Context: an optimization exercise on an open-source flow, tuned for small area, a short achievable clock period and few clock cycles. The choices shown serve that exercise and are no tape-out recipe.
The RTL was checked by simulation tests, not by an equivalence proof against the original design.
Power figures rest on the tool's default switching activity, not on a simulated workload.

$ cat flow/config.mk
export PLATFORM = sky130hd
export DESIGN_NAME = wirecodec
export DESIGN_NICKNAME = wirecodec
export VERILOG_FILES = /design/flow/design.v
export SDC_FILE = /design/flow/constraint.sdc
export NUM_CORES = 4
export LEC_CHECK = 0
export CAP_MARGIN = 20
export CORE_MARGIN = 2
export CORE_UTILIZATION = 40
export SETUP_SLACK_MARGIN = 4.5
export SLEW_MARGIN = 20
$ cat flow/constraint.sdc
create_clock -name core_clock -period 8.0 [get_ports {clk}]
set_input_delay 1.6000 -clock core_clock [delete_from_list [all_inputs] [get_ports {clk}]]
set_output_delay 1.6000 -clock core_clock [all_outputs]
set_load 0.01 [all_outputs]
$ cat flow/design.v
module wirecodec (
    input             clk,
    input             rst,
    input             cmd_valid,
    output            cmd_ready,
    input      [15:0] cmd_word,
    input      [31:0] cmd_arg,
    input      [15:0] cmd_len,
    input             din_valid,
    output            din_ready,
    input       [7:0] din_data,
    output            dout_valid,
    input             dout_ready,
    output      [7:0] dout_data,
    output            rsp_valid,
    input             rsp_ready,
    output      [3:0] rsp_status,
    output     [31:0] rsp_rval,
    output     [11:0] mem_raddr,
    input       [7:0] mem_rdata,
    output            mem_we,
    output     [11:0] mem_waddr,
    output      [7:0] mem_wdata
);
    localparam OP_NOP         = 6'h00;
    localparam OP_CFG_SET_ADDR= 6'h01;
    localparam OP_CFG_SET_PORT= 6'h02;
    localparam OP_CFG_SET_FMT = 6'h03;
    localparam OP_CFG_GET_ADDR= 6'h04;
    localparam OP_CFG_GET_PORT= 6'h05;
    localparam OP_CFG_GET_FMT = 6'h06;
    localparam OP_NEW         = 6'h08;
    localparam OP_MAKE        = 6'h09;
    localparam OP_SET_SRC     = 6'h0A;
    localparam OP_SET_DST     = 6'h0B;
    localparam OP_SET_PORT    = 6'h0C;
    localparam OP_SET_FLAGS   = 6'h0D;
    localparam OP_SET_PAYLOAD = 6'h0E;
    localparam OP_SET_FLAG    = 6'h0F;
    localparam OP_GET_SRC     = 6'h10;
    localparam OP_GET_DST     = 6'h11;
    localparam OP_GET_PORT    = 6'h12;
    localparam OP_GET_FLAGS   = 6'h13;
    localparam OP_GET_LEN     = 6'h14;
    localparam OP_GET_PAYLOAD = 6'h15;
    localparam OP_GET_FLAG    = 6'h16;
    localparam OP_GET_VALID   = 6'h17;
    localparam OP_ENCODE      = 6'h18;
    localparam OP_DECODE      = 6'h19;
    localparam OP_RX          = 6'h1A;
    localparam OP_MATCH       = 6'h1B;
    localparam OP_XBEGIN      = 6'h1C;
    localparam OP_XNEXT       = 6'h1D;
    localparam OP_XSTAT       = 6'h1E;
    localparam ST_OK      = 4'd0;
    localparam ST_EMPTY   = 4'd1;
    localparam ST_DISCARD = 4'd2;
    localparam ST_NOTHING = 4'd3;
    localparam ST_END     = 4'd4;
    localparam ST_ILLEGAL = 4'd15;
    localparam S_INIT = 4'd0;     
    localparam S_IDLE = 4'd1;
    localparam S_DIN  = 4'd2;     
    localparam S_PAD  = 4'd3;     
    localparam S_HDR  = 4'd4;     
    localparam S_COPY = 4'd5;     
    localparam S_FILL = 4'd6;     
    localparam S_CMP  = 4'd7;     
    localparam S_RD1  = 4'd8;     
    localparam S_RD2  = 4'd9;
    localparam S_RDS  = 4'd10;    
    localparam S_DOUT = 4'd11;    
    localparam S_POST = 4'd12;    
    localparam S_RSP  = 4'd13;
    reg  [3:0] st;
    reg  [5:0] op;
    reg        rr, vv, ill;
    reg  [2:0] ix;
    reg [15:0] rem;        
    reg [10:0] dp;         
    reg [10:0] rp;         
    reg [11:0] tmp;        
    reg  [1:0] rs;         
    reg        infl;       
    reg        ph;         
    reg        fa_q, ft_q;   
    reg        we_r;
    reg [11:0] wa_r;
    reg  [7:0] wd_r;
    reg  [7:0] dreg;
    reg        dv;
    reg  [1:0] fs0, fs1;
    reg        v0, v1;
    reg        fmt, sact;
    reg [10:0] soff;
    reg  [3:0] stat;
    wire [1:0] scr = fs0 ^ fs1 ^ 2'b11;
    wire [1:0] fsr = rr ? fs1 : fs0;
    function [11:0] fa;
        input [1:0]  s;
        input [10:0] p;
        begin
            fa = p[10] ? {5'b11111, s, p[4:0]} : {s, p[9:0]};
        end
    endfunction
    function [7:0] clamp8;
        input [31:0] x;
        begin
            if (x[31])             clamp8 = 8'd0;
            else if (|x[30:8])     clamp8 = 8'hFF;
            else                   clamp8 = x[7:0];
        end
    endfunction
    wire [5:0] in_op = cmd_word[15:10];
    wire in_uses_r   = (in_op >= OP_NEW) && (in_op <= OP_MATCH);
    wire in_uses_v   = (in_op == OP_SET_FLAG) || (in_op == OP_CFG_SET_FMT) ||
                       (in_op == OP_RX);
    wire in_uses_idx = (in_op == OP_SET_FLAG) || (in_op == OP_GET_FLAG);
    wire in_reserved = (in_op == 6'h07) || (in_op >= 6'h1F);
    wire in_illegal  = in_reserved || (cmd_word[7:3] != 5'd0) ||
                       (cmd_word[9] && !in_uses_r) ||
                       (cmd_word[8] && !in_uses_v) ||
                       ((cmd_word[2:0] != 3'd0) && !in_uses_idx);
    wire in_r = cmd_word[9];
    wire [1:0] in_fsr = in_r ? fs1 : fs0;
    wire idle = (st == S_IDLE);
    wire [5:0] sop  = idle ? in_op : op;
    wire       sill = idle ? in_illegal : ill;
    wire [1:0] sfsr = idle ? in_fsr : fsr;
    function [10:0] din_start;
        input [5:0] o;
        begin
            case (o)
                OP_MAKE, OP_CFG_SET_ADDR, OP_SET_DST: din_start = 11'd8;
                OP_SET_PAYLOAD:                       din_start = 11'd20;
                default:                              din_start = 11'd0;
            endcase
        end
    endfunction
    wire d_writer = (op == OP_CFG_SET_ADDR) || (op == OP_NEW) || (op == OP_MAKE) ||
                    (op == OP_SET_SRC) || (op == OP_SET_DST) ||
                    (op == OP_SET_PAYLOAD) || (op == OP_DECODE) || (op == OP_RX);
    wire d_lim8  = (op == OP_SET_SRC);
    wire d_lim16 = (op == OP_SET_DST) || (op == OP_CFG_SET_ADDR);
    wire d_below = d_lim8  ? (dp < 11'd8) :
                   d_lim16 ? (dp < 11'd16) : (dp < 11'd1044);
    wire d_wen   = !ill && d_writer && d_below;
    wire [1:0] wslot = (op == OP_CFG_SET_ADDR) ? 2'd3 :
                       ((op == OP_SET_SRC) || (op == OP_SET_DST)) ? fsr : scr;
    wire d_jump  = (op == OP_NEW) || (op == OP_MAKE);
    wire [10:0] dp_inc = dp + 11'd1;
    wire [10:0] dp_adv = (d_jump && dp == 11'd15) ? 11'd20 : dp_inc;
    wire din_fire = (st == S_DIN) && din_valid;
    wire [10:0] dp_after = d_wen ? dp_adv : dp;
    reg  [1:0] ra_s;
    reg [10:0] ra_p;
    always @(*) begin
        ra_s = rs;
        ra_p = rp;
        case (st)
            S_DIN:  begin ra_s = 2'd3; ra_p = dp; end
            S_CMP:  begin if (ph) ra_s = 2'd3; end
            S_RDS:  begin
                if (dp[10:1] == 10'd0) ra_p = {10'd9, dp[0]};    
            end
            default: ;
        endcase
    end
    assign mem_raddr = fa(ra_s, ra_p);
    wire o_fire  = dv && dout_ready;
    wire o_stall = dv && !dout_ready;
    wire o_lenop = (op == OP_ENCODE) || (op == OP_XNEXT);
    reg [15:0] rem_o;
    always @(*) begin
        rem_o = rem - 16'd1;
        if (o_lenop && dp == 11'd18) rem_o = {5'd0, dreg[2:0], 8'd1};
        if (o_lenop && dp == 11'd19) rem_o = {5'd0, rem[10:8], dreg};
    end
    wire [15:0] rem_n = o_fire ? rem_o : rem;
    wire [10:0] pl      = tmp[10:0];
    wire        p_ok    = !tmp[11] && !(pl[10] && |pl[9:0]) &&
                          ({1'b0, dp} >= {1'b0, pl} + 12'd20);
    wire        c_eq    = (wd_r == mem_rdata);
    wire [16:0] x_sum = {6'd0, soff} + 17'd20 + {1'b0, rem};
    wire        x_ok  = x_sum <= {6'd0, tmp[10:0]};
    assign cmd_ready  = idle;
    assign din_ready  = (st == S_DIN);
    assign dout_valid = dv;
    assign dout_data  = dreg;
    assign rsp_valid  = (st == S_RSP);
    assign rsp_status = stat;
    assign rsp_rval   = {20'd0, tmp};
    assign mem_we     = we_r;
    assign mem_waddr  = wa_r;
    assign mem_wdata  = wd_r;
    task setup;
        input [10:0] dpa;
        input        n0;
        begin
            if (sill) begin
                st <= S_RSP;
            end else begin
                case (sop)
                OP_CFG_SET_ADDR, OP_SET_DST:
                    st <= (dpa < 11'd16) ? S_PAD : S_RSP;
                OP_SET_SRC:
                    st <= (dpa < 11'd8) ? S_PAD : S_RSP;
                OP_NEW, OP_MAKE, OP_SET_PAYLOAD: begin
                    if (dpa < 11'd16) begin
                        st <= S_PAD;
                    end else begin
                        st  <= S_HDR;
                        dp  <= (sop == OP_NEW) ? 11'd17 : 11'd18;
                        tmp <= {1'b0, dpa - 11'd20};
                    end
                end
                OP_DECODE: st <= S_POST;
                OP_RX:     st <= n0 ? S_RSP : S_POST;
                OP_MATCH: begin
                    st <= S_CMP; rs <= sfsr; rp <= 11'd8; ph <= 1'b0;
                    infl <= 1'b0; fa_q <= 1'b1;
                end
                OP_CFG_GET_ADDR, OP_GET_SRC, OP_GET_DST, OP_ENCODE: begin
                    st <= S_DOUT; dp <= 11'd0; infl <= 1'b0; dv <= 1'b0;
                    rs  <= (sop == OP_CFG_GET_ADDR) ? 2'd3 : sfsr;
                    rp  <= (sop == OP_GET_DST || sop == OP_CFG_GET_ADDR) ? 11'd8 : 11'd0;
                    rem <= (sop == OP_ENCODE) ? 16'd20 : 16'd8;
                end
                OP_GET_PORT, OP_GET_FLAGS, OP_GET_FLAG, OP_SET_FLAG,
                OP_CFG_GET_PORT, OP_XBEGIN: begin
                    st <= S_RD1;
                    rs <= (sop == OP_CFG_GET_PORT) ? 2'd3 :
                          (sop == OP_XBEGIN) ? fs0 : sfsr;
                    rp <= (sop == OP_GET_PORT || sop == OP_CFG_GET_PORT) ? 11'd16 : 11'd17;
                end
                OP_GET_LEN, OP_GET_PAYLOAD: begin
                    st <= S_RDS; rs <= sfsr; dp <= 11'd0; rp <= 11'd20;
                end
                OP_XNEXT: begin
                    if (sact) begin
                        st <= S_RDS; rs <= fs0; dp <= 11'd0; rp <= soff + 11'd38;
                    end else begin
                        st <= S_RSP;
                    end
                end
                default: st <= S_RSP;
                endcase
            end
        end
    endtask
    always @(posedge clk) begin
        we_r <= 1'b0;
        if (st == S_DIN || st == S_POST) begin
            if (we_r && wa_r[9:3] == 7'd1)  fa_q <= fa_q & c_eq;
            if (we_r && wa_r[9:0] == 10'd16) ft_q <= c_eq;
        end
        if (rst) begin
            st   <= S_INIT;
            dp   <= 11'd0;
            tmp  <= 12'd0;
            fs0  <= 2'd0;
            fs1  <= 2'd1;
            v0   <= 1'b0;
            v1   <= 1'b0;
            fmt  <= 1'b0;
            sact <= 1'b0;
            soff <= 11'd0;
            dv   <= 1'b0;
            stat <= ST_OK;
        end else begin
            case (st)
            S_INIT: begin
                we_r <= 1'b1;
                wa_r <= fa(tmp[1:0], dp);
                wd_r <= (dp < 11'd16) ? 8'h20 : 8'h00;
                dp   <= dp_inc;
                if (dp == 11'd19) begin
                    dp <= 11'd0;
                    if (tmp[1:0] == 2'd3) st <= S_IDLE;
                    tmp[1:0] <= tmp[0] ? 2'd3 : 2'd1;
                end
            end
            S_IDLE: begin
                if (cmd_valid) begin
                    op   <= in_op;
                    rr   <= in_r;
                    vv   <= cmd_word[8];
                    ix   <= cmd_word[2:0];
                    ill  <= in_illegal;
                    rem  <= cmd_len;
                    dp   <= din_start(in_op);
                    fa_q <= 1'b1;
                    ft_q <= 1'b0;
                    tmp  <= 12'd0;
                    if (in_illegal)
                        stat <= ST_ILLEGAL;
                    else if (in_op == OP_RX && cmd_len == 16'd0)
                        stat <= ST_NOTHING;
                    else if (in_op == OP_XNEXT && !sact)
                        stat <= ST_END;
                    else
                        stat <= ST_OK;
                    if (!in_illegal) begin
                        case (in_op)
                            OP_CFG_GET_FMT: tmp <= {11'd0, fmt};
                            OP_GET_VALID:   tmp <= {11'd0, in_r ? v1 : v0};
                            OP_XSTAT:       tmp <= {soff, sact};
                            OP_CFG_SET_FMT: begin fmt <= cmd_word[8]; sact <= 1'b0; end
                            default: ;
                        endcase
                        if (in_op >= OP_NEW && in_op <= OP_SET_FLAG && !in_r)
                            sact <= 1'b0;
                        if (in_op == OP_NEW || in_op == OP_MAKE) begin
                            if (in_r) v1 <= 1'b1; else v0 <= 1'b1;
                        end
                        if (in_op == OP_CFG_SET_PORT || in_op == OP_NEW ||
                            in_op == OP_MAKE || in_op == OP_SET_PORT ||
                            in_op == OP_SET_FLAGS) begin
                            we_r <= 1'b1;
                            wa_r <= fa((in_op == OP_CFG_SET_PORT) ? 2'd3 :
                                       (in_op == OP_NEW || in_op == OP_MAKE) ? scr : in_fsr,
                                       (in_op == OP_MAKE || in_op == OP_SET_FLAGS) ? 11'd17 : 11'd16);
                            wd_r <= (in_op == OP_MAKE) ? 8'd0 : clamp8(cmd_arg);
                        end
                    end
                    if (cmd_len != 16'd0)
                        st <= S_DIN;
                    else
                        setup(din_start(in_op), 1'b1);
                end
            end
            S_DIN: begin
                if (din_valid) begin
                    rem <= rem - 16'd1;
                    if (d_wen) begin
                        we_r <= 1'b1;
                        wa_r <= fa(wslot, dp);
                        wd_r <= din_data;
                        dp   <= dp_adv;
                        if (dp == 11'd18) tmp[11:8] <= {|din_data[7:3], din_data[2:0]};
                        if (dp == 11'd19) tmp[7:0]  <= din_data;
                    end
                    if (rem == 16'd1)
                        setup(dp_after, 1'b0);
                end
            end
            S_PAD: begin
                we_r <= 1'b1;
                wa_r <= fa(wslot, dp);
                wd_r <= 8'h20;
                dp   <= dp_inc;
                if (dp_inc == (d_lim8 ? 11'd8 : 11'd16)) begin
                    if (op == OP_NEW || op == OP_MAKE) begin
                        st  <= S_HDR;
                        dp  <= (op == OP_NEW) ? 11'd17 : 11'd18;
                        tmp <= 12'd0;
                    end else begin
                        st <= S_RSP;
                    end
                end
            end
            S_HDR: begin
                we_r <= 1'b1;
                wa_r <= fa(scr, dp);
                wd_r <= (dp == 11'd17) ? 8'd0 :
                        (dp == 11'd18) ? {5'd0, tmp[10:8]} : tmp[7:0];
                dp   <= dp_inc;
                if (dp == 11'd19) begin
                    tmp <= 12'd0;
                    if (op == OP_NEW) begin
                        if (rr) fs1 <= scr; else fs0 <= scr;
                        st <= S_RSP;
                    end else begin
                        st   <= S_COPY;
                        infl <= 1'b0;
                        rs   <= (op == OP_MAKE) ? 2'd3 : fsr;
                        rp   <= (op == OP_MAKE) ? 11'd8 : 11'd0;
                    end
                end
            end
            S_COPY: begin
                rp   <= rp + 11'd1;
                dp   <= rp;
                infl <= 1'b1;
                if (infl) begin
                    we_r <= 1'b1;
                    wa_r <= fa(scr, (op == OP_MAKE) ? {dp[10:4], 1'b0, dp[2:0]} : dp);
                    wd_r <= mem_rdata;
                    if (dp == ((op == OP_MAKE) ? 11'd16 : 11'd17)) begin
                        if (rr) fs1 <= scr; else fs0 <= scr;
                        st <= S_RSP;
                    end
                end
            end
            S_POST: begin
                if (p_ok) begin
                    if (op == OP_RX && vv && !(fa_q && ft_q)) begin
                        stat <= ST_DISCARD;
                        tmp  <= {8'd0, 1'b1, fa_q & ft_q, ft_q, fa_q};
                    end else begin
                        if (rr) begin fs1 <= scr; v1 <= 1'b1; end
                        else    begin fs0 <= scr; v0 <= 1'b1; sact <= 1'b0; end
                        tmp <= (op == OP_RX) ? {8'd0, 1'b1, fa_q & ft_q, ft_q, fa_q}
                                             : {1'b0, pl};
                    end
                    st <= S_RSP;
                end else begin
                    stat <= ST_EMPTY;
                    tmp  <= 12'd0;
                    dp   <= 11'd0;
                    st   <= S_FILL;
                end
            end
            S_FILL: begin
                we_r <= 1'b1;
                wa_r <= fa(scr, dp);
                wd_r <= (dp < 11'd16) ? 8'h20 : 8'h00;
                dp   <= dp_inc;
                if (dp == 11'd19) begin
                    if (op == OP_DECODE) begin
                        if (rr) begin fs1 <= scr; v1 <= 1'b0; end
                        else    begin fs0 <= scr; v0 <= 1'b0; sact <= 1'b0; end
                        st <= S_RSP;
                    end else begin
                        st <= S_CMP; rs <= scr; rp <= 11'd8; ph <= 1'b0;
                        infl <= 1'b0; fa_q <= 1'b1;
                    end
                end
            end
            S_CMP: begin
                if (!ph) begin
                    if (infl) begin
                        if (dp == 11'd16) begin
                            tmp <= {8'd0, (op == OP_MATCH) && (rr ? v1 : v0),
                                    fa_q & c_eq, c_eq, fa_q};
                            if (op == OP_RX) begin
                                if (vv && !(fa_q && c_eq)) begin
                                    stat <= ST_DISCARD;
                                end else begin
                                    if (rr) begin fs1 <= scr; v1 <= 1'b0; end
                                    else    begin fs0 <= scr; v0 <= 1'b0; sact <= 1'b0; end
                                end
                            end
                            st <= S_RSP;
                        end else begin
                            fa_q <= fa_q & c_eq;
                        end
                    end
                    ph <= 1'b1;
                end else begin
                    wd_r <= mem_rdata;
                    dp   <= rp;
                    rp   <= rp + 11'd1;
                    infl <= 1'b1;
                    ph   <= 1'b0;
                end
            end
            S_RD1: st <= S_RD2;
            S_RD2: begin
                case (op)
                    OP_GET_FLAG: tmp <= {11'd0, mem_rdata[3'd7 - ix]};
                    OP_XBEGIN: begin
                        tmp  <= {11'd0, !fmt && mem_rdata[7]};
                        sact <= !fmt && mem_rdata[7];
                        soff <= 11'd0;
                    end
                    OP_SET_FLAG: begin
                        we_r <= 1'b1;
                        wa_r <= fa(rs, 11'd17);
                        wd_r <= mem_rdata;
                        wd_r[3'd7 - ix] <= vv;
                    end
                    default: tmp <= {4'd0, mem_rdata};
                endcase
                st <= S_RSP;
            end
            S_RDS: begin
                dp <= dp_inc;
                case (dp[2:0])
                    3'd0: ;
                    3'd1: tmp[11:8] <= {1'b0, mem_rdata[2:0]};
                    3'd2: begin
                        tmp[7:0] <= mem_rdata;
                        rp <= rp + 11'd1;
                        if (op == OP_GET_LEN) begin
                            st <= S_RSP;
                        end else if (op == OP_GET_PAYLOAD) begin
                            if ({tmp[10:8], mem_rdata} == 11'd0) begin
                                st <= S_RSP;
                            end else begin
                                st   <= S_DOUT;
                                rem  <= {5'd0, tmp[10:8], mem_rdata};
                                dp   <= 11'd0;
                                infl <= 1'b1;
                                dv   <= 1'b0;
                            end
                        end
                    end
                    3'd3: begin
                        rem[15:8] <= mem_rdata;
                        rp <= soff + 11'd20;
                    end
                    3'd4: begin
                        rem[7:0] <= mem_rdata;
                        rp <= rp + 11'd1;
                    end
                    default: begin
                        if (x_ok) begin
                            st   <= S_DOUT;
                            dreg <= mem_rdata;
                            dv   <= 1'b1;
                            infl <= 1'b1;
                            rp   <= rp + 11'd1;
                            rem  <= 16'd20;
                            dp   <= 11'd0;
                            tmp  <= {1'b0, soff};
                            soff <= x_sum[10:0];
                        end else begin
                            stat <= ST_END;
                            sact <= 1'b0;
                            tmp  <= 12'd0;
                            st   <= S_RSP;
                        end
                    end
                endcase
            end
            S_DOUT: begin
                if (o_stall) begin
                    if (infl) rp <= rp - 11'd1;
                    infl <= 1'b0;
                end else begin
                    rp   <= rp + 11'd1;
                    infl <= 1'b1;
                    if (infl && rem_n != 16'd0) begin
                        dreg <= mem_rdata;
                        dv   <= 1'b1;
                    end else begin
                        dv   <= 1'b0;
                    end
                end
                if (o_fire) begin
                    dp  <= dp_inc;
                    rem <= rem_o;
                    if ((op == OP_GET_SRC || op == OP_GET_DST || op == OP_CFG_GET_ADDR) &&
                        dreg != 8'h20)
                        tmp <= {1'b0, dp_inc};
                    if (op == OP_XNEXT) begin
                        we_r <= 1'b1;
                        wa_r <= fa(scr, dp);
                        wd_r <= dreg;
                    end
                    if (rem_o == 16'd0) begin
                        st <= S_RSP;
                        if (op == OP_ENCODE) tmp <= {1'b0, dp_inc};
                        if (op == OP_XNEXT) begin fs1 <= scr; v1 <= 1'b1; end
                    end
                end
            end
            S_RSP: begin
                if (rsp_ready) st <= S_IDLE;
            end
            default: st <= S_IDLE;
            endcase
        end
    end
endmodule
$ cat flow/run.sh
#!/bin/bash
# synth_recipe.tcl (not shown) runs the flow's synth.tcl, then flattens the netlist and writes it again
# the make line also repeats each setting of config.mk as NAME=value (left out here)
make -C /OpenROAD-flow-scripts/flow DESIGN_CONFIG=/design/flow/config.mk WORK_HOME=/design/flow/orfs CLKGATE_MAP_FILE= SYNTH_SCRIPT=/design/flow/synth_recipe.tcl finish
==> impl_metrics.xml, run 1 <==
<?xml version="1.0" encoding="UTF-8"?>
<metrics>
  <group name="floorplan">
    <metric name="design.core.area" unit="sq um">35400</metric>
    <metric name="floorplan.die.height" unit="microns">193</metric>
    <metric name="rows" unit="">69</metric>
    <metric name="dieArea" unit="sq um">37200</metric>
    <metric name="ios" unit="">167</metric>
    <metric name="chipWidth" unit="microns">193</metric>
    <metric name="initial_core_util" unit="%">40.4</metric>
  </group>
  <group name="worst_setup_path">
    <metric name="worst_ep_required_time" unit="ns">8.18</metric>
    <metric name="critical_path.max_fanout" unit="">12</metric>
    <metric name="worst_setup_path_end_kind" unit="">register</metric>
    <metric name="criticalPathCategory" unit="">primary input to register</metric>
    <metric name="start_kind" unit="">primary input</metric>
    <metric name="cpPeakStageDelay" unit="ns">0.57</metric>
    <metric name="worstPathArrival" unit="ns">4.90</metric>
    <metric name="cp_cell_sequence" unit="">clkdlybuf4s50_1 &gt; nor4_1 &gt; nand4_1 &gt; buf_4 &gt; nand2_1 &gt; nand3b_1 &gt; a311o_1 &gt; a211oi_2 &gt; o211ai_1 &gt; a221oi_4 &gt; clkbuf_16</metric>
    <metric name="critical_path.slowest_cell" unit="">sky130_fd_sc_hd__a211oi_2</metric>
  </group>
  <group name="drt">
    <metric name="vias_per_cell" unit="">6.97</metric>
    <metric name="routed_wire_length_per_instance" unit="microns">29.5</metric>
    <metric name="drt_wl_total" unit="mm">78.1</metric>
    <metric name="drt_iter0_markers" unit="">2977</metric>
    <metric name="ant_nets" unit="">0</metric>
    <metric name="detail_route.drc_violations" unit="">0</metric>
    <metric name="dr_total_vias" unit="">18400</metric>
    <metric name="pre_antenna_drt_iters" unit="">9</metric>
  </group>
  <group name="timing">
    <metric name="timing.clock.skew" unit="ns">0.0128</metric>
    <metric name="final_min_period_over_clock_period" unit="%">59.0</metric>
    <metric name="max_slew.worst_pin.slew" unit="ns">1.16</metric>
    <metric name="timing_hold_violations_final" unit="">0</metric>
    <metric name="slew_violations" unit="">0</metric>
    <metric name="finalSetupTns" unit="ns">0</metric>
    <metric name="max_freq" unit="GHz">0.212</metric>
    <metric name="rsz0062_at_grt" unit="">true</metric>
    <metric name="layout_setup_ws" unit="ns">3.28</metric>
    <metric name="setup_viol_count_final" unit="">0</metric>
    <metric name="timing.max_slew.rel_slack" unit="%">22.2</metric>
    <metric name="period_needed" unit="ns">4.72</metric>
  </group>
  <group name="clocking">
    <metric name="tritoncts" unit="">yes</metric>
    <metric name="number_of_buffers_created_by_cts" unit="">17</metric>
    <metric name="clk_transition_reported_paths" unit="ns">0.07</metric>
    <metric name="clock_root_buffer" unit="">sky130_fd_sc_hd__clkbuf_16</metric>
    <metric name="worst_skew_pair.late_latency" unit="ns">0.46</metric>
    <metric name="clock_sink_count" unit="">125</metric>
    <metric name="cts_htree_levels" unit="">4</metric>
    <metric name="max_buffers_root_to_sink" unit="">2</metric>
  </group>
  <group name="cells_and_area">
    <metric name="filler_cells_inserted" unit="">3291</metric>
    <metric name="sequential_area" unit="sq um">3290</metric>
    <metric name="final_cell_area" unit="sq um">19900</metric>
    <metric name="multi_input_area" unit="sq um">11900</metric>
    <metric name="fraction_of_final_layout_cells_sized_beyond_drive_strength_1" unit="%">25.6</metric>
    <metric name="final_net_count" unit="">2316</metric>
    <metric name="area_growth_syn_to_layout" unit="%">39.3</metric>
  </group>
  <group name="logic_synthesis">
    <metric name="synth.yosys.warnings" unit="">1</metric>
    <metric name="synth_mux_area_share" unit="%">4.27</metric>
    <metric name="synth.top_cells.by_area" unit="">sky130_fd_sc_hd__edfxtp_1 (15%), sky130_fd_sc_hd__dfxtp_1 (7.6%), sky130_fd_sc_hd__o21ai_0 (5.8%)</metric>
    <metric name="synth_edf_count" unit="">71</metric>
    <metric name="synth_top_cell_area_share" unit="%">14.9</metric>
    <metric name="dominantRegCellSynth" unit="">sky130_fd_sc_hd__edfxtp_1</metric>
    <metric name="synth_sequential_area_ratio" unit="%">22.5</metric>
    <metric name="synthesis.instances" unit="">1958</metric>
    <metric name="synth.distinct_cells" unit="">91</metric>
    <metric name="async_flop_share" unit="%">0</metric>
    <metric name="synthesis_stage_register_bit_count" unit="">125</metric>
    <metric name="synthSimpleGateAreaFrac" unit="%">26.7</metric>
    <metric name="yosys.area_share.xor_xnor" unit="%">5.15</metric>
    <metric name="synth_top_family_by_area" unit="">compound AO/OA/AOI/OAI gates</metric>
    <metric name="synth_area_leader_cell" unit="">sky130_fd_sc_hd__edfxtp_1</metric>
    <metric name="synth-compound-area-share" unit="%">28.9</metric>
    <metric name="synth_adder_area_share" unit="%">5.73</metric>
    <metric name="synth.avg_cell_area" unit="sq um">7.30</metric>
    <metric name="netlist_area" unit="sq um">14300</metric>
  </group>
  <group name="power_and_ir_drop">
    <metric name="p_leak" unit="nW">6.95</metric>
    <metric name="pwr-share-clk" unit="%">14.6</metric>
    <metric name="power-per-cell-area" unit="nW/um^2">265</metric>
    <metric name="max-vdd-ir-drop" unit="mV">0.183</metric>
    <metric name="share_comb_of_total_power" unit="%">64.5</metric>
    <metric name="seqPwrFrac" unit="%">20.9</metric>
    <metric name="p_sw_share" unit="%">49.5</metric>
    <metric name="cell_internal_pwr" unit="W">0.00266</metric>
    <metric name="switching_power" unit="W">0.00262</metric>
  </group>
  <group name="grt">
    <metric name="grt_pass1_wl" unit="mm">113</metric>
    <metric name="number_of_antenna_violations_at_the_first_check_in_global_routing" unit="">3</metric>
    <metric name="grt_max_degree" unit="">58</metric>
    <metric name="globalRouteOverflowTotal" unit="">0</metric>
    <metric name="grt_pass1_vias" unit="">17100</metric>
    <metric name="globalRouteTotalUtil" unit="%">41.1</metric>
  </group>
  <group name="placement">
    <metric name="dp.final_hpwl" unit="mm">55.6</metric>
    <metric name="numPortBuffers" unit="">146</metric>
    <metric name="pre_cts_slack" unit="ns">2.55</metric>
    <metric name="post_place_cell_area" unit="sq um">16300</metric>
    <metric name="gpl.final_weighted_congestion" unit="">1.03</metric>
  </group>
  <group name="run">
    <metric name="max-cap-violations" unit="">0</metric>
  </group>
  <group name="run_status">
    <metric name="status" unit="">complete, no violations</metric>
  </group>
  <group name="hold_path">
    <metric name="type_of_the_most_critical_hold_path" unit="">register to register</metric>
  </group>
</metrics>
[power by group through the flow]
stage,registers (W),logic (W),clock network (W)
detailed placement,0.00111,0.00251,0
finish,0.00111,0.00341,0.000770
global placement,0.00111,0.00250,0
floorplan,0.000978,0.00169,0
global route,0.00112,0.00356,0.000792
CTS,0.00109,0.00301,0.000761
[per-stage QoR]
stage / hold slack (ns) / std cells / total power, W / utilization, %
after global routing: 0.484 / 2641 / 0.00547 / 56.2
after floorplan: 0.468 / 1977 / 0.00267 / -
after CTS: 0.457 / 2598 / 0.00486 / 53.2
final: 0.468 / 2643 / 0.00528 / 56.2
after global placement: 0.443 / 2461 / 0.00361 / 46.0
after detailed placement: 0.448 / 2462 / 0.00362 / 46.0
[sequential cells by signal, indices dropped and copies added (netlist names), 2 cells and up]
register	count
wa_r	12
op	6
tmp	12
rs	2
stat	4
st	4
rem	16
dp	11
dreg	8
rp	11
soff	11
ix	3
fs0	2
fs1	2
wd_r	8
[path summary, 6_finish.rpt]
| check | start | end | slack [ns] | cells past startpoint |
|---|---|---|---|---|
| worst max-delay path | cmd_len[8] | rp[3] | 3.28 | 11 |
| worst min-delay path | stat[1] | stat[1] | 0.47 | 2 |
| worst max register to register | rem[5] | dreg[4] | 3.30 | 18 |
| worst min register to register | stat[1] | stat[1] | 0.47 | 2 |
[worst max-delay path, delay by kind of cell]
family | cells | cell delay [ns]
compound gates | 4 | 1.60
buf+inv | 3 | 0.92
simple gates | 4 | 0.77
[layout by cell type (no fill, tap or decap), types with 17 or more instances in the layout]
cell type                         netlist  routed
sky130_fd_sc_hd__mux2i_1               34      32
sky130_fd_sc_hd__o211ai_1              26      26
sky130_fd_sc_hd__xnor2_1               61      56
sky130_fd_sc_hd__or3_1                 20      17
sky130_fd_sc_hd__a222oi_1              17      17
sky130_fd_sc_hd__clkbuf_16              0      19
sky130_fd_sc_hd__nor2_1               210     182
sky130_fd_sc_hd__dfxtp_1               54      26
sky130_fd_sc_hd__nand2b_1              22      17
sky130_fd_sc_hd__dfxtp_4                0      18
sky130_fd_sc_hd__edfxtp_1              71      71
sky130_fd_sc_hd__a21oi_1              128     103
sky130_fd_sc_hd__buf_4                 21     108
sky130_fd_sc_hd__buf_6                  1      54
sky130_fd_sc_hd__nor2_4                 0      18
sky130_fd_sc_hd__nand2_1              204     183
sky130_fd_sc_hd__o22ai_1               21      19
sky130_fd_sc_hd__o21ai_1                3      24
sky130_fd_sc_hd__inv_1                 61      56
sky130_fd_sc_hd__xor2_1                23      22
sky130_fd_sc_hd__nor3_1                73      52
sky130_fd_sc_hd__nor2b_1               26      24
sky130_fd_sc_hd__mux2_2                20      19
sky130_fd_sc_hd__buf_2                 13      20
sky130_fd_sc_hd__a22oi_1               19      19
sky130_fd_sc_hd__clkdlybuf4s50_1        0     110
sky130_fd_sc_hd__nand4_1               38      38
sky130_fd_sc_hd__o21ai_0              165     127
sky130_fd_sc_hd__nor4_1                33      23
sky130_fd_sc_hd__nand3_1               64      56
sky130_fd_sc_hd__ha_1                  63      58
sky130_fd_sc_hd__conb_1                 1      20
[area by class of cell]
cell class / instances / share of cell area [%]
clock inverter: 15 / 0.635
sequential: 125 / 16.6
inverter: 65 / 1.28
clock buffer: 17 / 2.14
antenna: 3 / 0.0377
tap: 461 / 2.90
multi-input combinational: 1628 / 60.0
timing repair buffer: 329 / 16.5
[cell families (layout without fill, tap and decap cells)]
kind of cell | after synthesis | count (layout)
muxes | 56 | 56
DFF | 125 | 125
buffers and inverters | 226 | 426
xor gates and xnor gates | 84 | 84
other | 1 | 23
adders and majority gates | 65 | 65
AOI/OAI and AO/OA | 619 | 619
and+or+nand+nor | 782 | 784
[layer usage]
layer  part of all wire, %  GRT usage (%)  wire length [microns]  vias to the layer above
met1                    37           51.8                  29200                     8784
li1                      -              -                      -                     7808
met5                 0.017              0                     13                        -
met4                   7.7           25.1                   5980                        2
met2                    43           63.1                  33400                     1452
met3                    12           10.6                   9420                      379
[synthesized netlist by cell type (22+ instances only)]
cell type                  instances
sky130_fd_sc_hd__a221oi_1         28
sky130_fd_sc_hd__clkbuf_1        117
sky130_fd_sc_hd__nand2b_1         22
sky130_fd_sc_hd__nand3_1          64
sky130_fd_sc_hd__o211ai_1         26
sky130_fd_sc_hd__nor3_1           73
sky130_fd_sc_hd__xnor2_1          61
sky130_fd_sc_hd__a21oi_1         128
sky130_fd_sc_hd__edfxtp_1         71
sky130_fd_sc_hd__dfxtp_1          54
sky130_fd_sc_hd__nand4_1          38
sky130_fd_sc_hd__inv_1            61
sky130_fd_sc_hd__nand2_1         204
sky130_fd_sc_hd__nor2_1          210
sky130_fd_sc_hd__a211oi_1         28
sky130_fd_sc_hd__xor2_1           23
sky130_fd_sc_hd__nor2b_1          26
sky130_fd_sc_hd__mux2i_1          34
sky130_fd_sc_hd__nor4_1           33
sky130_fd_sc_hd__ha_1             63
sky130_fd_sc_hd__o21ai_0         165
[what timing repair did]
item,CTS,global route
buffers inserted,97,40
gates resized for setup,395,174
pin swaps,80,69
endpoints found under the setup margin,160,147
cloned,7,2
hold endpoints to repair,0,0
hold buffers,0,0
Testbench counts, summed over its fixed seeds: cycles 334,954.
==> inputs of run 2 (changes only) <==
--- a/flow/config.mk
+++ b/flow/config.mk
@@ -7,2 +7,3 @@
 export LEC_CHECK = 0
+export ABC_AREA = 1
 export CAP_MARGIN = 20
@@ -10,3 +11,2 @@
 export CORE_UTILIZATION = 40
-export SETUP_SLACK_MARGIN = 4.5
 export SLEW_MARGIN = 20
==> impl_metrics.xml, run 2 <==
<?xml version="1.0" encoding="UTF-8"?>
<metrics>
  <group name="timing">
    <metric name="rsz0062_at_grt" unit="">false</metric>
    <metric name="timing.max_slew.rel_slack" unit="%">31.3</metric>
    <metric name="timing_hold_violations_final" unit="">0</metric>
    <metric name="timing.clock.skew" unit="ns">0.0122</metric>
    <metric name="max_slew.worst_pin.slew" unit="ns">1.03</metric>
    <metric name="period_needed" unit="ns">5.31</metric>
    <metric name="max_freq" unit="GHz">0.188</metric>
    <metric name="slew_violations" unit="">0</metric>
    <metric name="setup_viol_count_final" unit="">0</metric>
    <metric name="final_min_period_over_clock_period" unit="%">66.3</metric>
    <metric name="finalSetupTns" unit="ns">0</metric>
  </group>
  <group name="worst_setup_path">
    <metric name="worstPathArrival" unit="ns">3.71</metric>
    <metric name="criticalPathCategory" unit="">register to output port</metric>
    <metric name="start_kind" unit="">register</metric>
    <metric name="worst_ep_required_time" unit="ns">6.40</metric>
    <metric name="critical_path.max_fanout" unit="">12</metric>
    <metric name="rr_startpoint" unit="">soff[2]</metric>
    <metric name="worst_setup_path_end_kind" unit="">output port</metric>
    <metric name="cp_cell_sequence" unit="">nand2_1 &gt; nor2_2 &gt; inv_1 &gt; nor2_1 &gt; nor3_1 &gt; o21ai_0 &gt; clkdlybuf4s50_1</metric>
    <metric name="crit_path_start" unit="">st[2]</metric>
    <metric name="cpPeakStageDelay" unit="ns">0.64</metric>
    <metric name="flop_to_flop_setup_slack" unit="ns">2.79</metric>
    <metric name="critical_path.slowest_cell" unit="">sky130_fd_sc_hd__nor2_1</metric>
    <metric name="worst-r2r-cell-count" unit="">29</metric>
    <metric name="timing.critical_path.to" unit="">mem_raddr[6]</metric>
    <metric name="timing.rr.end" unit="">soff[9]</metric>
  </group>
  <group name="floorplan">
    <metric name="floorplan.die.height" unit="microns">197</metric>
    <metric name="design.core.area" unit="sq um">36700</metric>
    <metric name="rows" unit="">70</metric>
    <metric name="dieArea" unit="sq um">38900</metric>
    <metric name="chipWidth" unit="microns">197</metric>
    <metric name="ios" unit="">167</metric>
    <metric name="initial_core_util" unit="%">40.7</metric>
  </group>
  <group name="logic_synthesis">
    <metric name="dominantRegCellSynth" unit="">sky130_fd_sc_hd__edfxtp_1</metric>
    <metric name="synth_sequential_area_ratio" unit="%">21.5</metric>
    <metric name="synth.distinct_cells" unit="">69</metric>
    <metric name="synth.yosys.warnings" unit="">1</metric>
    <metric name="netlist_area" unit="sq um">14900</metric>
    <metric name="synth.top_cells.by_area" unit="">sky130_fd_sc_hd__nand2_1 (15%), sky130_fd_sc_hd__edfxtp_1 (14%), sky130_fd_sc_hd__inv_1 (8.5%)</metric>
    <metric name="netlist_top_cells_count" unit="">sky130_fd_sc_hd__nand2_1 (596), sky130_fd_sc_hd__inv_1 (337), sky130_fd_sc_hd__nor2_1 (263)</metric>
    <metric name="synth.avg_cell_area" unit="sq um">6.10</metric>
    <metric name="synthesis_stage_register_bit_count" unit="">125</metric>
    <metric name="synth_edf_count" unit="">71</metric>
    <metric name="synth_area_leader_cell" unit="">sky130_fd_sc_hd__nand2_1</metric>
    <metric name="async_flop_share" unit="%">0</metric>
    <metric name="yosysMostFrequentCell" unit="">sky130_fd_sc_hd__nand2_1</metric>
    <metric name="synth_top_cell_area_share" unit="%">15.0</metric>
    <metric name="synthesis.instances" unit="">2445</metric>
  </group>
  <group name="power_and_ir_drop">
    <metric name="power.total" unit="W">0.00165</metric>
    <metric name="max-vdd-ir-drop" unit="mV">0.160</metric>
    <metric name="power-per-cell-area" unit="nW/um^2">94.9</metric>
    <metric name="p_leak" unit="nW">8.00</metric>
  </group>
  <group name="cells_and_area">
    <metric name="finish.cell_count_without_fillers" unit="">3053</metric>
    <metric name="final_net_count" unit="">2719</metric>
    <metric name="largestRegisters" unit="">rem: 16 flops, tmp: 12 flops, wa_r: 12 flops</metric>
    <metric name="area_growth_syn_to_layout" unit="%">16.2</metric>
    <metric name="post-route-util" unit="%">47.3</metric>
    <metric name="largest_register_ff_count" unit="">16</metric>
    <metric name="fraction_of_final_layout_cells_sized_beyond_drive_strength_1" unit="%">5.81</metric>
    <metric name="largest_register" unit="">rem</metric>
    <metric name="layout.cells.most_common_list" unit="">sky130_fd_sc_hd__nand2_1 (596), sky130_fd_sc_hd__inv_1 (337), sky130_fd_sc_hd__nor2_1 (261)</metric>
    <metric name="most_common_library_cell_in_the_layout_ignoring_fill_and_taps" unit="">sky130_fd_sc_hd__nand2_1</metric>
    <metric name="filler_cells_inserted" unit="">3957</metric>
  </group>
  <group name="drt">
    <metric name="pre_antenna_drt_iters" unit="">5</metric>
    <metric name="dr_total_vias" unit="">18700</metric>
    <metric name="drt_wl_total" unit="mm">79.5</metric>
    <metric name="detail_route.drc_violations" unit="">0</metric>
    <metric name="drt_iter0_markers" unit="">2250</metric>
    <metric name="vias_per_cell" unit="">6.12</metric>
    <metric name="routed_wire_length_per_instance" unit="microns">26.1</metric>
    <metric name="ant_nets" unit="">0</metric>
  </group>
  <group name="hold_path">
    <metric name="type_of_the_most_critical_hold_path" unit="">register to register</metric>
  </group>
  <group name="clocking">
    <metric name="clock_root_buffer" unit="">sky130_fd_sc_hd__clkbuf_16</metric>
    <metric name="clock_sink_count" unit="">125</metric>
    <metric name="max_buffers_root_to_sink" unit="">2</metric>
    <metric name="postCtsHoldBufs" unit="">0</metric>
    <metric name="tritoncts" unit="">yes</metric>
    <metric name="number_of_buffers_created_by_cts" unit="">17</metric>
    <metric name="post_cts_resize_count" unit="">0</metric>
    <metric name="clk_transition_reported_paths" unit="ns">0.06</metric>
    <metric name="worst_skew_pair.late_latency" unit="ns">0.48</metric>
    <metric name="cts_htree_levels" unit="">4</metric>
    <metric name="postCtsSetupRepairBufs" unit="">0</metric>
  </group>
  <group name="run_status">
    <metric name="status" unit="">complete, no violations</metric>
  </group>
  <group name="placement">
    <metric name="gpl.final_weighted_congestion" unit="">1.08</metric>
    <metric name="dp.final_hpwl" unit="mm">64.6</metric>
    <metric name="dp_cells" unit="">3018</metric>
    <metric name="numPortBuffers" unit="">146</metric>
  </group>
  <group name="run">
    <metric name="max-cap-violations" unit="">0</metric>
  </group>
  <group name="grt">
    <metric name="globalRouteTotalUtil" unit="%">40.8</metric>
    <metric name="grt_pass1_vias" unit="">17700</metric>
    <metric name="number_of_antenna_violations_at_the_first_check_in_global_routing" unit="">2</metric>
    <metric name="globalRouteOverflowTotal" unit="">0</metric>
    <metric name="grt_max_degree" unit="">40</metric>
    <metric name="grt_pass1_wl" unit="mm">116</metric>
  </group>
</metrics>
[run 2: cell types whose count changed after synthesis, moves of 26 or more]
cell                       previous run  this run
sky130_fd_sc_hd__nor2b_1             26         0
sky130_fd_sc_hd__inv_1               61       337
sky130_fd_sc_hd__nand3_1             64       196
sky130_fd_sc_hd__xnor2_1             61         7
sky130_fd_sc_hd__clkbuf_1           117        35
sky130_fd_sc_hd__a21oi_1            128       158
sky130_fd_sc_hd__mux2i_1             34         2
sky130_fd_sc_hd__nor2_1             210       263
sky130_fd_sc_hd__nand2_1            204       596
[run 2: cell type report]
cell class / instances / area, sq um / area share, %
Clock inverter: 15 / 125 / 0.721
Timing Repair Buffer: 163 / 1590 / 9.16
Antenna cell: 3 / 7.51 / 0.0433
Sequential cell: 125 / 3210 / 18.5
Multi-Input combinational cell: 1901 / 10000 / 57.9
Clock buffer: 17 / 425 / 2.45
Tap cell: 468 / 586 / 3.38
Inverter: 361 / 1360 / 7.81
[run 2: routing by layer]
layer	GRT usage, %	wire length, microns	vias up
li1	-	-	8463
met1	52.5	31400	8750
met2	62.8	34400	1209
met3	9.99	8640	271
met4	22.8	5090	2
met5	0	13	-
[run 2: critical path: cells and delay by family (launching register included)]
| family | cells | cell delay, ns |
|---|---|---|
| AND/OR/NAND/NOR | 4 | 1.66 |
| buffers and inverters | 2 | 0.74 |
| flip-flops | 1 | 0.60 |
| AO/OA/AOI/OAI | 1 | 0.20 |
[run 2: worst min path at each step]
stage           start      to  slack [ns]  cells past startpoint
6_report       fs1[0]  fs1[0]        0.52                      2
5_1_grt        fs1[0]  fs1[0]        0.55                      2
4_1_cts        fs1[0]  fs1[0]        0.52                      2
3_5_place_dp    st[1]   st[1]        0.51                      2
3_3_place_gp    st[1]   st[1]        0.51                      2
2_1_floorplan     fmt     fmt        0.46                      2
[run 2: cells by family after synthesis]
group	synth area share [%]
compound gates	19.0
simple gates	38.8
fa+ha+maj	5.42
mux	0.134
other cells	0.0251
xor+xnor	3.17
flops	21.5
buf+inv	11.9
[run 2: power by group]
part           internal [W]  switching, W  leakage [nW]  total, W
Clock              0.000423      0.000359         0.256  0.000783
Sequential         0.000683     0.0000106          1.09  0.000693
Combinational     0.0000685      0.000101          6.66  0.000170
Total               0.00117      0.000471          8.00   0.00165
[run 2: through the flow]
step	setup slack [ns]	hold slack, ns	cell area [sq um]
global route	2.33	0.549	17300
CTS	2.83	0.523	17300
global placement	2.55	0.507	16800
floorplan	3.89	0.458	15000
finish	2.69	0.522	17300
detailed placement	2.96	0.513	16800
==> inputs of run 3 (changes only) <==
--- a/flow/config.mk
+++ b/flow/config.mk
@@ -7,3 +7,2 @@
 export LEC_CHECK = 0
-export ABC_AREA = 1
 export CAP_MARGIN = 20
==> impl_metrics.xml, run 3 <==
<?xml version="1.0" encoding="UTF-8"?>
<metrics>
  <group name="run_status">
    <metric name="status" unit="">complete, no violations</metric>
  </group>
  <group name="logic_synthesis">
    <metric name="yosysMostFrequentCell" unit="">sky130_fd_sc_hd__nor2_1</metric>
    <metric name="synth.distinct_cells" unit="">91</metric>
    <metric name="synth_sequential_area_ratio" unit="%">22.5</metric>
    <metric name="synth.avg_cell_area" unit="sq um">7.30</metric>
    <metric name="async_flop_share" unit="%">0</metric>
    <metric name="synth_top_cell_area_share" unit="%">14.9</metric>
    <metric name="synth.top_cells.by_area" unit="">sky130_fd_sc_hd__edfxtp_1 (15%), sky130_fd_sc_hd__dfxtp_1 (7.6%), sky130_fd_sc_hd__o21ai_0 (5.8%)</metric>
    <metric name="synth_area_leader_cell" unit="">sky130_fd_sc_hd__edfxtp_1</metric>
    <metric name="synth_edf_count" unit="">71</metric>
    <metric name="synthesis_stage_register_bit_count" unit="">125</metric>
    <metric name="synth.yosys.warnings" unit="">1</metric>
    <metric name="netlist_top_cells_count" unit="">sky130_fd_sc_hd__nor2_1 (210), sky130_fd_sc_hd__nand2_1 (204), sky130_fd_sc_hd__o21ai_0 (165)</metric>
    <metric name="netlist_area" unit="sq um">14300</metric>
    <metric name="dominantRegCellSynth" unit="">sky130_fd_sc_hd__edfxtp_1</metric>
    <metric name="synthesis.instances" unit="">1958</metric>
  </group>
  <group name="worst_setup_path">
    <metric name="start_kind" unit="">register</metric>
    <metric name="crit_path_start" unit="">soff[1]</metric>
    <metric name="worst-path-buf-inv" unit="">0</metric>
    <metric name="worst_ep_required_time" unit="ns">8.38</metric>
    <metric name="flop_to_flop_setup_slack" unit="ns">2.08</metric>
    <metric name="worstPathArrival" unit="ns">6.30</metric>
    <metric name="cp_common_cell" unit="">sky130_fd_sc_hd__a21oi_1</metric>
    <metric name="critical_path.max_fanout" unit="">12</metric>
    <metric name="cp_cell_sequence" unit="">ha_1 &gt; ha_1 &gt; fa_1 &gt; a21oi_1 &gt; o21ai_0 &gt; a21oi_1 &gt; o21bai_1 &gt; a21oi_1 &gt; xnor2_1 &gt; ha_1 &gt; nand2_1 &gt; or2_2 &gt; o32ai_1 &gt; a2bb2oi_1 &gt; a211o_1 &gt; nor2_1 &gt; o21ai_0 &gt; nand3b_1 &gt; or3_1 &gt; a21oi_1</metric>
    <metric name="timing.rr.end" unit="">soff[0]</metric>
    <metric name="rr_startpoint" unit="">soff[1]</metric>
    <metric name="timing.critical_path.to" unit="">soff[0]</metric>
    <metric name="criticalPathCategory" unit="">register to register</metric>
    <metric name="worst-r2r-cell-count" unit="">20</metric>
    <metric name="path_delay_family" unit="">compound AO/OA/AOI/OAI gates</metric>
    <metric name="cpPeakStageDelay" unit="ns">0.68</metric>
    <metric name="cp.depth" unit="">20</metric>
    <metric name="critical_path.slowest_cell" unit="">sky130_fd_sc_hd__nand3b_1</metric>
    <metric name="worst_setup_path_end_kind" unit="">register</metric>
  </group>
  <group name="floorplan">
    <metric name="ios" unit="">167</metric>
    <metric name="chipWidth" unit="microns">193</metric>
    <metric name="design.core.area" unit="sq um">35400</metric>
    <metric name="dieArea" unit="sq um">37200</metric>
    <metric name="initial_core_util" unit="%">40.4</metric>
    <metric name="floorplan.die.height" unit="microns">193</metric>
    <metric name="rows" unit="">69</metric>
  </group>
  <group name="power_and_ir_drop">
    <metric name="seqPwrFrac" unit="%">24.0</metric>
    <metric name="power-per-cell-area" unit="nW/um^2">271</metric>
    <metric name="cell_internal_pwr" unit="W">0.00230</metric>
    <metric name="p_leak" unit="nW">5.68</metric>
    <metric name="max-vdd-ir-drop" unit="mV">0.176</metric>
    <metric name="switching_power" unit="W">0.00222</metric>
    <metric name="pwr-share-clk" unit="%">19.1</metric>
    <metric name="p_sw_share" unit="%">49.2</metric>
    <metric name="share_comb_of_total_power" unit="%">56.8</metric>
  </group>
  <group name="clocking">
    <metric name="postCtsHoldBufs" unit="">0</metric>
    <metric name="tritoncts" unit="">yes</metric>
    <metric name="max_buffers_root_to_sink" unit="">2</metric>
    <metric name="worst_skew_pair.late_latency" unit="ns">0.46</metric>
    <metric name="cts_htree_levels" unit="">4</metric>
    <metric name="clock_sink_count" unit="">125</metric>
    <metric name="clk_transition_reported_paths" unit="ns">0.07</metric>
    <metric name="post_cts_resize_count" unit="">0</metric>
    <metric name="number_of_buffers_created_by_cts" unit="">17</metric>
    <metric name="clock_root_buffer" unit="">sky130_fd_sc_hd__clkbuf_16</metric>
    <metric name="postCtsSetupRepairBufs" unit="">0</metric>
  </group>
  <group name="cells_and_area">
    <metric name="most_common_library_cell_in_the_layout_ignoring_fill_and_taps" unit="">sky130_fd_sc_hd__nor2_1</metric>
    <metric name="post-route-util" unit="%">47.1</metric>
    <metric name="largestRegisters" unit="">rem: 16 flops, tmp: 12 flops, wa_r: 12 flops</metric>
    <metric name="final_net_count" unit="">2178</metric>
    <metric name="n_antenna_cell" unit="">0</metric>
    <metric name="largest_register" unit="">rem</metric>
    <metric name="final_cell_area" unit="sq um">16700</metric>
    <metric name="fraction_of_final_layout_cells_sized_beyond_drive_strength_1" unit="%">6.42</metric>
    <metric name="largest_register_ff_count" unit="">16</metric>
    <metric name="area_growth_syn_to_layout" unit="%">16.8</metric>
    <metric name="layout.cells.most_common_list" unit="">sky130_fd_sc_hd__nor2_1 (209), sky130_fd_sc_hd__nand2_1 (204), sky130_fd_sc_hd__o21ai_0 (165)</metric>
  </group>
  <group name="drt">
    <metric name="vias_per_cell" unit="">6.87</metric>
    <metric name="routed_wire_length_per_instance" unit="microns">28.0</metric>
    <metric name="drt_wl_total" unit="mm">70.2</metric>
    <metric name="drt_iter0_markers" unit="">2696</metric>
    <metric name="ant_nets" unit="">0</metric>
    <metric name="detail_route.drc_violations" unit="">0</metric>
    <metric name="dr_total_vias" unit="">17200</metric>
    <metric name="pre_antenna_drt_iters" unit="">6</metric>
  </group>
  <group name="grt">
    <metric name="grt_pass1_vias" unit="">15900</metric>
    <metric name="number_of_antenna_violations_at_the_first_check_in_global_routing" unit="">0</metric>
    <metric name="grt_pass1_wl" unit="mm">104</metric>
    <metric name="globalRouteOverflowTotal" unit="">0</metric>
    <metric name="globalRouteTotalUtil" unit="%">37.5</metric>
    <metric name="grt_max_degree" unit="">57</metric>
  </group>
  <group name="run">
    <metric name="max-cap-violations" unit="">0</metric>
  </group>
  <group name="placement">
    <metric name="numPortBuffers" unit="">146</metric>
    <metric name="post_place_cell_area" unit="sq um">16100</metric>
    <metric name="gpl.final_weighted_congestion" unit="">1.12</metric>
    <metric name="dp.final_hpwl" unit="mm">53.8</metric>
  </group>
  <group name="timing">
    <metric name="timing.max_slew.rel_slack" unit="%">25.3</metric>
    <metric name="slew_violations" unit="">0</metric>
    <metric name="period_needed" unit="ns">5.92</metric>
    <metric name="setup_viol_count_final" unit="">0</metric>
    <metric name="rsz0062_at_grt" unit="">false</metric>
    <metric name="max_slew.worst_pin.slew" unit="ns">1.11</metric>
    <metric name="finalSetupTns" unit="ns">0</metric>
    <metric name="timing_hold_violations_final" unit="">0</metric>
    <metric name="final_min_period_over_clock_period" unit="%">74.0</metric>
    <metric name="timing.clock.skew" unit="ns">0.0149</metric>
    <metric name="max_freq" unit="GHz">0.169</metric>
  </group>
  <group name="hold_path">
    <metric name="type_of_the_most_critical_hold_path" unit="">register to register</metric>
  </group>
</metrics>
run 3: per-layer routing:
metal	part of all wire (%)	global-route usage, %	wire length [microns]	vias up
met5	0	0	0	-
met4	7.1	22.7	4960	0
met3	11	8.40	7690	263
met2	42	56.4	29800	1231
met1	40	49.0	27700	8204
li1	-	-	-	7502
run 3: kinds of logic (layout without fill, tap and decap cells):
group                      Yosys count  after routing  share of synthesized area [%]
other                                1             20                         0.0263
muxes                               56             56                           4.27
adders and majority gates           65             65                           5.73
xor gates and xnor gates            84             84                           5.15
buffers and inverters              226            290                           6.66
DFF                                125            125                           22.5
and+or+nand+nor                    782            782                           26.7
AOI/OAI and AO/OA                  619            619                           28.9
run 3: metrics by stage:
stage	std cells	setup slack [ns]	hold slack [ns]	power (W)
3_5_place_dp	2470	2.13	0.450	0.00355
2_1_floorplan	1977	2.86	0.468	0.00261
3_3_place_gp	2469	2.24	0.443	0.00354
6_report	2502	2.08	0.456	0.00452
5_1_grt	2502	1.77	0.484	0.00474
4_1_cts	2502	2.16	0.459	0.00441
run 3: how the worst min path moves through the flow:
| stage | startpoint | cells after the start | to | slack, ns |
|---|---|---|---|---|
| after floorplan | soff[0] | 2 | soff[0] | 0.47 |
| after detailed placement | stat[0] | 2 | stat[0] | 0.45 |
| final | stat[0] | 2 | stat[0] | 0.46 |
| after global routing | stat[0] | 2 | stat[0] | 0.48 |
| after global placement | stat[0] | 2 | stat[0] | 0.44 |
| after CTS | stat[0] | 2 | stat[0] | 0.46 |
run 3: area by class of cell:
type | count | area, sq um
clock buffer | 18 | 429
clock inverter | 14 | 195
fill | 3642 | 18700
inverter | 65 | 244
multi-input combinational | 1626 | 10200
sequential | 125 | 3210
tap | 461 | 577
timing repair buffer | 193 | 1810
run 3: worst min-delay path: cells and delay by family, from the launching register on:
kind	cells	cell delay, ns
compound gates	1	0.05
simple gates	1	0.05
flops	1	0.31
run 3: power by group through the flow:
stage	Sequential (W)	Combinational [W]	Clock (W)
after detailed placement	0.00109	0.00246	0
final	0.00109	0.00257	0.000864
after floorplan	0.000979	0.00163	0
after global placement	0.00109	0.00245	0
after global routing	0.00110	0.00275	0.000886
after CTS	0.00108	0.00247	0.000865

-- static timing again, ports no longer ideal --
No port has a modelled driver above. Below, the same layouts with a new extraction and two added sets of constraints.
Step 1 (the two cells are an assumption about what drives the block):
set clk [get_ports {clk}]
set_driving_cell -lib_cell sky130_fd_sc_hd__clkbuf_16 $clk
set_driving_cell -lib_cell sky130_fd_sc_hd__buf_2 [delete_from_list [all_inputs] $clk]
Step 2 times the ports against the registers' clock, not the clock port: input delays grow and output delays shrink by t, the midpoint of the rising clock arrivals with the driver on.
a / b / c = ideal ports / drivers / drivers and shift; a / b = the first two.
| run | t, ns | setup slack, ns | worst setup path after step 2 | slew at the worst register clock pin (ns) |
|---|---|---|---|---|
| run 1 | 0.506 | 3.276 / 3.304 / 2.799 | input to register | 0.07 / 0.07 |
| run 2 | 0.532 | 2.693 / 2.637 / 2.786 | register to register | 0.07 / 0.07 |
| run 3 | 0.506 | 2.078 / 2.078 / 1.951 | input to register | 0.07 / 0.07 |
After both steps setup and hold are still met in every run listed. The setup slack of run 1, which loses most, moves by +0.028 ns with the drivers and by -0.477 ns with both steps.
